Background: an optimization exercise with open tools, aiming at small area and few clock cycles. Do not read the settings as production practice. Where RTL was checked, it was by simulation tests only, not by an equivalence proof against the original.

==> inputs of v28 <==
## pff_raster
module pff_raster (
    input  wire        clk,
    input  wire        rst,
    input  wire        cmd_valid,
    input  wire [31:0] cmd_data,
    output wire        cmd_ready,
    output wire        tok_valid,
    output wire        tok_cmd,
    output wire [7:0]  tok_byte,
    output wire        tok_last,
    input  wire        tok_ready,
    input  wire        err_clear,
    output wire        err,
    output wire [3:0]  err_code,
    output wire [31:0] err_cmd
);
clock: 11.0 ns
lec_check: 0
abc_area: 1
cap_margin: 10
core_margin: 2
core_utilization: 40
place_density: 0.6
slew_margin: 10
standard.sh (not shown) runs the stock make flow with config.mk's settings and CLKGATE_MAP_FILE= SYNTH_SCRIPT=/design/flow/synth_recipe.tcl, a recipe that flattens the netlist after the stock synthesis.
==> flow/flow/run.sh <==
#!/bin/bash
set -euo pipefail
rm -rf scripts_abc
cp -r "$FLOW_HOME/scripts" scripts_abc
cp flow/abc_area.script scripts_abc/abc_area.script
export SCRIPTS_DIR="$PWD/scripts_abc"
export BUFFER_PORTS_ARGS="-buffer_cell sky130_fd_sc_hd__buf_1"
export CTS_ARGS="-sink_clustering_enable -repair_clock_nets -dont_use_dummy_load -sink_clustering_size 30 -sink_clustering_max_diameter 100 -buf_list sky130_fd_sc_hd__clkbuf_16"
bash standard.sh > standard.log 2>&1
==> flow/flow/abc_area.script <==
&get -n
&st
&dch -f
&nf -R 1000 -p
&st
&dch -f
&nf -R 1000 -p
&st
&dch -f
&nf -R 1000 -p
&st
&dch -f
&nf -R 1000 -p
&st
&dch -f
&nf -R 1000 -p
&put
==> inputs of v34, as changes to v28 <==
--- a/flow/design.v
+++ b/flow/design.v
@@ -20,15 +20,15 @@
     reg [3:0]  seq;          
     reg [3:0]  hty;
     reg [16:0] hlo;
     reg [15:0] gx, gy;       
     reg [15:0] fw, fh;       
     reg        gz;           
     reg [15:0] X, Y, X1, Y1;
-    reg [16:0] XB, YB;
+    reg [15:0] XB, YB;
     reg [16:0] E;            
     reg [2:0]  k;            
     reg        step, xmaj, lastf, swx, nrow;
     wire [3:0] ty  = hty;
     wire t_geom    = (ty == 4'b0001);
     wire t_pixel   = (ty == 4'b1000);
     wire t_fill    = (ty == 4'b1001);
@@ -62,15 +62,16 @@
     wire seq_y = (seq >= 4'd6) && (seq <= 4'd9);     
     wire c_kend = filled ? (k[1:0] == 2'd3) : (k == 3'd7);
     localparam A_X = 3'd0, A_X1 = 3'd1, A_Y = 3'd2, A_Y1 = 3'd3, A_E = 3'd4, A_0 = 3'd5, A_C = 3'd6;
     localparam B_0 = 3'd0, B_GX = 3'd1, B_GY = 3'd2, B_XB = 3'd3, B_YB = 3'd4;
     reg [2:0] asel, bsel;
     reg       aext, bext, binv, bcin;
     wire      mj_y = !xmaj;
-    wire      n_xb = XB[16], n_yb = YB[16];
+    wire      n_xb = swx, n_yb = nrow;
+    wire      sxb = t_circ | swx;      
     wire      n_mj = xmaj ? n_xb : n_yb;
     wire      n_mn = xmaj ? n_yb : n_xb;
     wire      k_mid = (k == 3'd1) || (k == 3'd2) || (k == 3'd5) || (k == 3'd6);
     reg       c_offy, c_neg;
     always @(*) begin
         if (seq_y) begin
             if (filled) begin c_offy = ~k[1]; c_neg = k[0]; end
@@ -200,16 +201,16 @@
             A_E:  ra = E;
             A_C:  ra = {aext & cmd_data[15], cmd_data[15:0]};
             default: ra = 17'd0;
         endcase
         case ((gz && (bsel == B_GX || bsel == B_GY)) ? B_0 : bsel)
             B_GX: mb = {1'b0, gx};
             B_GY: mb = {1'b0, gy};
-            B_XB: mb = XB;
-            B_YB: mb = YB;
+            B_XB: mb = {sxb, XB};
+            B_YB: mb = {nrow, YB};
             default: mb = 17'd0;
         endcase
     end
     wire [16:0] rb = {bext & mb[16], mb[15:0]} ^ {17{binv}};
     wire [16:0] R  = ra + rb + {16'd0, bcin};
     wire        r_ok = !R[16];
     wire        ceq = (~XB[15:0] == YB[15:0]);
@@ -260,28 +261,28 @@
                         state <= S_W1;
                 end
                 S_W1: if (take) begin
                     if (t_geom) begin
                         fw <= cmd_data[15:0]; fh <= cmd_data[31:16]; gz <= 1'b0;
                         state <= S_W2;
                     end else begin
-                        X <= R[15:0]; XB <= R;
+                        X <= R[15:0]; XB <= R[15:0];
                         Y <= cmd_data[31:16];
                         if (!r_ok) lastf <= 1'b1;
                         state <= t_pixel ? S_SET : S_W2;
                     end
                 end
                 S_W2: if (take) begin
                     k <= 3'd0;
                     step <= 1'b0;
                     if (t_geom) begin
                         gx <= cmd_data[15:0]; gy <= cmd_data[31:16];
                         state <= S_HDR;
                     end else if (t_circ) begin
-                        XB <= {1'b0, R[15:0]};
+                        XB <= R[15:0];
                         if (cmd_data[31:16] != 16'd0) begin k <= {1'b0, 2'd0}; state <= S_ERR; end
                         else state <= S_SET;
                     end else begin
                         X1 <= R[15:0]; Y1 <= cmd_data[31:16];
                         if (!r_ok) lastf <= 1'b1;
                         state <= S_SET;
                     end
@@ -298,69 +299,69 @@
                             3'd1: begin Y1 <= R[15:0]; if (R[16]) swx <= 1'b1; end
                             3'd2: begin X1 <= R[15:0]; if (!r_ok) lastf <= 1'b1; end
                             3'd3: begin
                                 Y1 <= R[15:0];
                                 if (swx) begin k <= {1'b0, 2'd1}; state <= S_ERR; end
                                 else if (!r_ok || lastf) begin k <= {1'b0, 2'd2}; state <= S_ERR; end
                             end
-                            3'd4: begin X <= R[15:0]; XB <= R; end
+                            3'd4: begin X <= R[15:0]; XB <= R[15:0]; end
                             default: begin Y <= R[15:0]; begin state <= S_EMIT; seq <= 4'd0; end end
                         endcase
                     end else if (t_circ) begin
                         if (!seq[2] || seq[2:0] == 3'd4) begin
                             if (!r_ok) lastf <= 1'b1;
                         end
                         case (seq[2:0])
                             3'd0: Y1 <= R[15:0];
                             3'd1: Y <= R[15:0];
                             3'd5: if (!r_ok || lastf) begin k <= {1'b0, 2'd2}; state <= S_ERR; end
-                            3'd6: begin XB <= {1'b1, R[15:0]}; E <= {R[16], R[16:1]}; xmaj <= R[0]; end
-                            3'd7: begin YB <= R; begin state <= S_EMIT; seq <= 4'd0; end end
+                            3'd6: begin XB <= R[15:0]; E <= {R[16], R[16:1]}; xmaj <= R[0]; end
+                            3'd7: begin YB <= R[15:0]; begin state <= S_EMIT; seq <= 4'd0; end end
                             default: ;
                         endcase
                     end else if (seq <= 4'd1) begin
                         if (seq[0]) Y1 <= R[15:0];
-                        else begin Y <= R[15:0]; YB <= R; end
+                        else begin Y <= R[15:0]; YB <= R[15:0]; end
                         if (!r_ok) lastf <= 1'b1;
                         if (seq[0] && (!r_ok || lastf)) begin k <= {1'b0, 2'd2}; state <= S_ERR; end
                     end else if (t_line) begin
                         case (seq)
-                            4'd2: XB <= R;
-                            4'd3: YB <= R;
+                            4'd2: begin XB <= R[15:0]; swx <= R[16]; end
+                            4'd3: begin YB <= R[15:0]; nrow <= R[16]; end
                             4'd4: E <= R;
                             4'd5: xmaj <= !R[16];
                             4'd6: E <= {R[16], R[16:1]};
                             default: begin E <= R; state <= S_EMIT; seq <= 4'd0; end
                         endcase
                     end else begin    
                         case (seq)
                             4'd2: swx <= R[16];
                             4'd3: begin
                                 nrow <= R[16];
                                 if (!swx && !R[16]) begin state <= S_EMIT; seq <= 4'd0; end
                             end
                             4'd4: X <= R[15:0];
                             4'd5: X1 <= R[15:0];
-                            4'd6: XB <= R;
+                            4'd6: XB <= R[15:0];
                             4'd7: Y <= R[15:0];
                             4'd8: Y1 <= R[15:0];
-                            default: begin YB <= R; nrow <= 1'b0; state <= S_EMIT; seq <= 4'd0; end
+                            default: begin YB <= R[15:0]; nrow <= 1'b0; state <= S_EMIT; seq <= 4'd0; end
                         endcase
                     end
                 end
                 S_EMIT: if (tok_ready) begin
                     if (seq != 4'd12) seq <= seq + 4'd1;
                     else if (row_more || rows_more) seq <= 4'd11;
                     else seq <= 4'd0;
                     if (seq == 4'd12) begin
                         if (row_more) X <= R[15:0];
                         else if (rows_more) Y <= R[15:0];
-                        nrow <= !row_more && rows_more;
+                        if (rowsmode) nrow <= !row_more && rows_more;
                     end
-                    if (seq == 4'd11 && nrow) X <= R[15:0];
+                    if (seq == 4'd11 && rowsmode && nrow) X <= R[15:0];
                     if (t_line) begin
                         case (seq)
                             4'd0: begin lastf <= eqx && eqy; step <= E[16]; E <= R; end
                             4'd5: if (xmaj || step) X <= R[15:0];
                             4'd10: if (!xmaj || step) Y <= R[15:0];
                             4'd11: E <= R;
                             default: ;
@@ -374,28 +375,28 @@
                             default: ;
                         endcase
                     end
                     if (t_circ) begin
                         case (seq)
                             4'd0: begin
                                 if (k == 3'd0) begin
-                                    XB <= {1'b1, R[15:0]};
+                                    XB <= R[15:0];
                                     step <= !E[16] || (E[15:1] == 15'h7FFF);    
                                 end else if (k == 3'd1 || k == 3'd2)
                                     E <= R;
                                 if (k == 3'd2) xmaj <= ~xmaj;
                             end
                             4'd2: X <= R[15:0];
                             4'd4: X1 <= R[15:0];
                             4'd5: begin
                                 if (k[2:1] == 2'b00) E <= R;
                                 lastf <= ceq;
                             end
                             4'd10: begin
-                                if (c_kend) YB <= {1'b0, R[15:0]};
+                                if (c_kend) YB <= R[15:0];
                                 else if (k[2:1] == 2'b00) E <= R;
                             end
                             default: ;
                         endcase
                     end
                     if (rect_end) begin
                         if (t_circ) k <= c_kend ? 3'd0 : k + 3'd1;
Settings changed: CORE_UTILIZATION 40 to 55, GPL_TIMING_DRIVEN set to 0, PLACE_DENSITY 0.6 to 0.7.
==> inputs of v23, as changes to v28 <==
--- a/flow/design.v
+++ b/flow/design.v
@@ -20,15 +20,15 @@
     reg [3:0]  seq;          
     reg [3:0]  hty;
     reg [16:0] hlo;
     reg [15:0] gx, gy;       
     reg [15:0] fw, fh;       
     reg        gz;           
     reg [15:0] X, Y, X1, Y1;
-    reg [16:0] XB, YB;
+    reg [15:0] XB, YB;
     reg [16:0] E;            
     reg [2:0]  k;            
     reg        step, xmaj, lastf, swx, nrow;
     wire [3:0] ty  = hty;
     wire t_geom    = (ty == 4'b0001);
     wire t_pixel   = (ty == 4'b1000);
     wire t_fill    = (ty == 4'b1001);
@@ -62,15 +62,16 @@
     wire seq_y = (seq >= 4'd6) && (seq <= 4'd9);     
     wire c_kend = filled ? (k[1:0] == 2'd3) : (k == 3'd7);
     localparam A_X = 3'd0, A_X1 = 3'd1, A_Y = 3'd2, A_Y1 = 3'd3, A_E = 3'd4, A_0 = 3'd5, A_C = 3'd6;
     localparam B_0 = 3'd0, B_GX = 3'd1, B_GY = 3'd2, B_XB = 3'd3, B_YB = 3'd4;
     reg [2:0] asel, bsel;
     reg       aext, bext, binv, bcin;
     wire      mj_y = !xmaj;
-    wire      n_xb = XB[16], n_yb = YB[16];
+    wire      n_xb = swx, n_yb = nrow;
+    wire      sxb = t_circ | swx;      
     wire      n_mj = xmaj ? n_xb : n_yb;
     wire      n_mn = xmaj ? n_yb : n_xb;
     wire      k_mid = (k == 3'd1) || (k == 3'd2) || (k == 3'd5) || (k == 3'd6);
     reg       c_offy, c_neg;
     always @(*) begin
         if (seq_y) begin
             if (filled) begin c_offy = ~k[1]; c_neg = k[0]; end
@@ -200,16 +201,16 @@
             A_E:  ra = E;
             A_C:  ra = {aext & cmd_data[15], cmd_data[15:0]};
             default: ra = 17'd0;
         endcase
         case ((gz && (bsel == B_GX || bsel == B_GY)) ? B_0 : bsel)
             B_GX: mb = {1'b0, gx};
             B_GY: mb = {1'b0, gy};
-            B_XB: mb = XB;
-            B_YB: mb = YB;
+            B_XB: mb = {sxb, XB};
+            B_YB: mb = {nrow, YB};
             default: mb = 17'd0;
         endcase
     end
     wire [16:0] rb = {bext & mb[16], mb[15:0]} ^ {17{binv}};
     wire [16:0] R  = ra + rb + {16'd0, bcin};
     wire        r_ok = !R[16];
     wire        ceq = (~XB[15:0] == YB[15:0]);
@@ -260,28 +261,28 @@
                         state <= S_W1;
                 end
                 S_W1: if (take) begin
                     if (t_geom) begin
                         fw <= cmd_data[15:0]; fh <= cmd_data[31:16]; gz <= 1'b0;
                         state <= S_W2;
                     end else begin
-                        X <= R[15:0]; XB <= R;
+                        X <= R[15:0]; XB <= R[15:0];
                         Y <= cmd_data[31:16];
                         if (!r_ok) lastf <= 1'b1;
                         state <= t_pixel ? S_SET : S_W2;
                     end
                 end
                 S_W2: if (take) begin
                     k <= 3'd0;
                     step <= 1'b0;
                     if (t_geom) begin
                         gx <= cmd_data[15:0]; gy <= cmd_data[31:16];
                         state <= S_HDR;
                     end else if (t_circ) begin
-                        XB <= {1'b0, R[15:0]};
+                        XB <= R[15:0];
                         if (cmd_data[31:16] != 16'd0) begin k <= {1'b0, 2'd0}; state <= S_ERR; end
                         else state <= S_SET;
                     end else begin
                         X1 <= R[15:0]; Y1 <= cmd_data[31:16];
                         if (!r_ok) lastf <= 1'b1;
                         state <= S_SET;
                     end
@@ -298,69 +299,69 @@
                             3'd1: begin Y1 <= R[15:0]; if (R[16]) swx <= 1'b1; end
                             3'd2: begin X1 <= R[15:0]; if (!r_ok) lastf <= 1'b1; end
                             3'd3: begin
                                 Y1 <= R[15:0];
                                 if (swx) begin k <= {1'b0, 2'd1}; state <= S_ERR; end
                                 else if (!r_ok || lastf) begin k <= {1'b0, 2'd2}; state <= S_ERR; end
                             end
-                            3'd4: begin X <= R[15:0]; XB <= R; end
+                            3'd4: begin X <= R[15:0]; XB <= R[15:0]; end
                             default: begin Y <= R[15:0]; begin state <= S_EMIT; seq <= 4'd0; end end
                         endcase
                     end else if (t_circ) begin
                         if (!seq[2] || seq[2:0] == 3'd4) begin
                             if (!r_ok) lastf <= 1'b1;
                         end
                         case (seq[2:0])
                             3'd0: Y1 <= R[15:0];
                             3'd1: Y <= R[15:0];
                             3'd5: if (!r_ok || lastf) begin k <= {1'b0, 2'd2}; state <= S_ERR; end
-                            3'd6: begin XB <= {1'b1, R[15:0]}; E <= {R[16], R[16:1]}; xmaj <= R[0]; end
-                            3'd7: begin YB <= R; begin state <= S_EMIT; seq <= 4'd0; end end
+                            3'd6: begin XB <= R[15:0]; E <= {R[16], R[16:1]}; xmaj <= R[0]; end
+                            3'd7: begin YB <= R[15:0]; begin state <= S_EMIT; seq <= 4'd0; end end
                             default: ;
                         endcase
                     end else if (seq <= 4'd1) begin
                         if (seq[0]) Y1 <= R[15:0];
-                        else begin Y <= R[15:0]; YB <= R; end
+                        else begin Y <= R[15:0]; YB <= R[15:0]; end
                         if (!r_ok) lastf <= 1'b1;
                         if (seq[0] && (!r_ok || lastf)) begin k <= {1'b0, 2'd2}; state <= S_ERR; end
                     end else if (t_line) begin
                         case (seq)
-                            4'd2: XB <= R;
-                            4'd3: YB <= R;
+                            4'd2: begin XB <= R[15:0]; swx <= R[16]; end
+                            4'd3: begin YB <= R[15:0]; nrow <= R[16]; end
                             4'd4: E <= R;
                             4'd5: xmaj <= !R[16];
                             4'd6: E <= {R[16], R[16:1]};
                             default: begin E <= R; state <= S_EMIT; seq <= 4'd0; end
                         endcase
                     end else begin    
                         case (seq)
                             4'd2: swx <= R[16];
                             4'd3: begin
                                 nrow <= R[16];
                                 if (!swx && !R[16]) begin state <= S_EMIT; seq <= 4'd0; end
                             end
                             4'd4: X <= R[15:0];
                             4'd5: X1 <= R[15:0];
-                            4'd6: XB <= R;
+                            4'd6: XB <= R[15:0];
                             4'd7: Y <= R[15:0];
                             4'd8: Y1 <= R[15:0];
-                            default: begin YB <= R; nrow <= 1'b0; state <= S_EMIT; seq <= 4'd0; end
+                            default: begin YB <= R[15:0]; nrow <= 1'b0; state <= S_EMIT; seq <= 4'd0; end
                         endcase
                     end
                 end
                 S_EMIT: if (tok_ready) begin
                     if (seq != 4'd12) seq <= seq + 4'd1;
                     else if (row_more || rows_more) seq <= 4'd11;
                     else seq <= 4'd0;
                     if (seq == 4'd12) begin
                         if (row_more) X <= R[15:0];
                         else if (rows_more) Y <= R[15:0];
-                        nrow <= !row_more && rows_more;
+                        if (rowsmode) nrow <= !row_more && rows_more;
                     end
-                    if (seq == 4'd11 && nrow) X <= R[15:0];
+                    if (seq == 4'd11 && rowsmode && nrow) X <= R[15:0];
                     if (t_line) begin
                         case (seq)
                             4'd0: begin lastf <= eqx && eqy; step <= E[16]; E <= R; end
                             4'd5: if (xmaj || step) X <= R[15:0];
                             4'd10: if (!xmaj || step) Y <= R[15:0];
                             4'd11: E <= R;
                             default: ;
@@ -374,28 +375,28 @@
                             default: ;
                         endcase
                     end
                     if (t_circ) begin
                         case (seq)
                             4'd0: begin
                                 if (k == 3'd0) begin
-                                    XB <= {1'b1, R[15:0]};
+                                    XB <= R[15:0];
                                     step <= !E[16] || (E[15:1] == 15'h7FFF);    
                                 end else if (k == 3'd1 || k == 3'd2)
                                     E <= R;
                                 if (k == 3'd2) xmaj <= ~xmaj;
                             end
                             4'd2: X <= R[15:0];
                             4'd4: X1 <= R[15:0];
                             4'd5: begin
                                 if (k[2:1] == 2'b00) E <= R;
                                 lastf <= ceq;
                             end
                             4'd10: begin
-                                if (c_kend) YB <= {1'b0, R[15:0]};
+                                if (c_kend) YB <= R[15:0];
                                 else if (k[2:1] == 2'b00) E <= R;
                             end
                             default: ;
                         endcase
                     end
                     if (rect_end) begin
                         if (t_circ) k <= c_kend ? 3'd0 : k + 3'd1;
==> flow/flow/run.sh (replaced) <==
#!/bin/bash
set -euo pipefail
rm -rf scripts_abc
cp -r "$FLOW_HOME/scripts" scripts_abc
cp flow/abc_area.script scripts_abc/abc_area.script
export SCRIPTS_DIR="$PWD/scripts_abc"
export BUFFER_PORTS_ARGS="-buffer_cell sky130_fd_sc_hd__buf_1"
export CTS_ARGS="-sink_clustering_enable -repair_clock_nets -dont_use_dummy_load -sink_clustering_size 24 -sink_clustering_max_diameter 80 -buf_list sky130_fd_sc_hd__clkbuf_16"
bash standard.sh > standard.log 2>&1
Settings changed: GPL_TIMING_DRIVEN set to 0.
==> inputs of v12, as changes to v28 <==
==> flow/flow/run.sh (replaced) <==
#!/bin/bash
# The standard layout (standard.sh) with two changes: the input and output
# ports get sky130 buf_1 buffers (the standard buffer_ports picks a larger
# delay cell), and the clock tree is built from clkbuf_16 sink clusters of up
# to 24 flip-flops without dummy loads. make's full output goes to
# standard.log in the work folder; ORFS keeps each step's log under orfs/logs.
set -euo pipefail
export BUFFER_PORTS_ARGS="-buffer_cell sky130_fd_sc_hd__buf_1"
export CTS_ARGS="-sink_clustering_enable -repair_clock_nets -dont_use_dummy_load -sink_clustering_size 24 -sink_clustering_max_diameter 80 -buf_list sky130_fd_sc_hd__clkbuf_16"
bash standard.sh > standard.log 2>&1
Settings changed: CAP_MARGIN 10 to 20, SLEW_MARGIN 10 to 20.
removed: flow/flow/abc_area.script
==> results.py <==
metrics = {
    "status": {
        "outcome": "finished clean",
    },
    "worst_setup_path": {
        "r2r_setup_slack_ns": 3.04,
        "ff2ff_path_depth": 27,
        "crit_slowest_cell": "edfxtp_1",
    },
    "finish": {
        "layout_common_cells": "nand2_1 (432), inv_1 (241), edfxtp_1 (212)",
    },
    "global_routing": {
        "grt_pass1_wl_um": 97300,
    },
    "timing": {
        "fin_ws_ns": 0.744,
    },
    "logic_synthesis": {
        "synth-xor-area-share_pct": 2.58,
        "synth_area_leaders": "edfxtp_1 (43%), nand2_1 (11%), inv_1 (6.0%), nor2_1 (4.3%), o21ai_0 (4.2%)",
    },
    "power_and_ir_drop": {
        "p_seq_mw": 1.37,
        "power_per_cell_area_nw_per_um2": 270,
    },
    "detailed_routing": {
        "wl_met2_um": 27500,
        "vias_per_cell": 6.30,
    },
}
(the above is from v12)
==> results.py <==
metrics = {
    "status": {
        "outcome": "finished clean",
    },
    "logic_synthesis": {
        "synth_area_leaders": "edfxtp_1 (48%), nand2_1 (5.2%), a21oi_1 (4.1%), o21ai_0 (4.1%), nor2_1 (3.7%)",
    },
    "worst_setup_path": {
        "r2r_setup_slack_ns": 1.43,
        "crit_slowest_cell": "a211oi_1",
    },
    "power_and_ir_drop": {
        "p_seq_mw": 1.38,
        "power_per_cell_area_nw_per_um2": 250,
    },
    "global_routing": {
        "grt_pass1_wl_um": 84200,
    },
    "finish": {
        "layout_common_cells": "edfxtp_1 (212), nand2_1 (184), nor2_1 (128)",
    },
    "detailed_routing": {
        "wl_met2_um": 26800,
        "vias_per_cell": 6.69,
    },
}
(the above is from v28)
==> results.py <==
metrics = {
    "finish": {
        "final_layout_size_suffix_gt1_share_pct": 7.72,
    },
    "power_and_ir_drop": {
        "power_per_cell_area_nw_per_um2": 284,
        "p_seq_mw": 1.43,
    },
    "place": {
        "pre_cts_ws_ns": -0.994,
    },
    "worst_setup_path": {
        "r2r_setup_slack_ns": 0.74,
        "ff2ff_path_depth": 38,
        "crit_slowest_cell": "edfxtp_1",
    },
    "logic_synthesis": {
        "synth_area_leaders": "edfxtp_1 (49%), nand2_1 (5.2%), a21oi_1 (4.7%), nor2_1 (4.4%), o21ai_0 (4.4%)",
        "yosysTopAreaCell": "edfxtp_1",
        "synth-xor-area-share_pct": 3.77,
    },
    "detailed_routing": {
        "vias_per_cell": 6.68,
        "wl_met2_um": 23200,
    },
    "clock_tree": {
        "numCtsBuffers": 16,
    },
    "timing": {
        "fin_ws_ns": 0.321,
    },
    "global_routing": {
        "grt_pass1_wl_um": 78900,
    },
    "status": {
        "outcome": "finished clean",
    },
}
(the above is from v23)
==> results.py <==
metrics = {
    "detailed_routing": {
        "vias_per_cell": 7.37,
        "wl_met2_um": 21700,
    },
    "status": {
        "outcome": "finished clean",
    },
    "worst_setup_path": {
        "ff2ff_path_depth": 36,
        "cp.arrival_ns": 8.34,
    },
    "timing": {
        "fin_ws_ns": 0.455,
    },
    "logic_synthesis": {
        "synth-xor-area-share_pct": 3.77,
    },
    "power_and_ir_drop": {
        "power_per_cell_area_nw_per_um2": 283,
        "p_seq_mw": 1.43,
    },
    "global_routing": {
        "grt_pass1_wl_um": 76700,
    },
}
(the above is from v34)
Testbench counts of v34, summed over its fixed seeds: cycles 495,175.
Testbench counts of v23, summed over its fixed seeds: cycles 495,175.
Only the layout flow was run in v28 and v12; the RTL was not checked for function there.

==> what the ideal ports hide <==
In the flow no input, the clock included, has a driving cell. The finished layouts below were timed again as built, in two steps.
Step 1 sets driving cells, clkbuf_16 on the clock port and buf_2 on the other inputs (assumed; they add their load-dependent delay and slew).
Step 2 times the ports against the registers' clock, not the clock port: input delays grow and output delays shrink by t, the midpoint of the rising clock arrivals with the driver on.
Three values: ideal ports, drivers, drivers and shift; two values: the first two.
run	shift t [ns]	slack for setup (ns)	worst hold slack (ns)	pins driven straight from the clock port
v28	0.524	0.545 / 0.491 / 1.016	0.534 / 0.534 / 0.534	1
v34	0.512	0.455 / 0.406 / 0.732	0.548 / 0.548 / 0.548	1
v23	0.541	0.321 / 0.267 / 0.736	0.535 / 0.535 / 0.535	1
v12	0.564	0.744 / 0.691 / 1.255	0.526 / 0.526 / 0.526	1
After both steps every run listed still meets setup and hold.
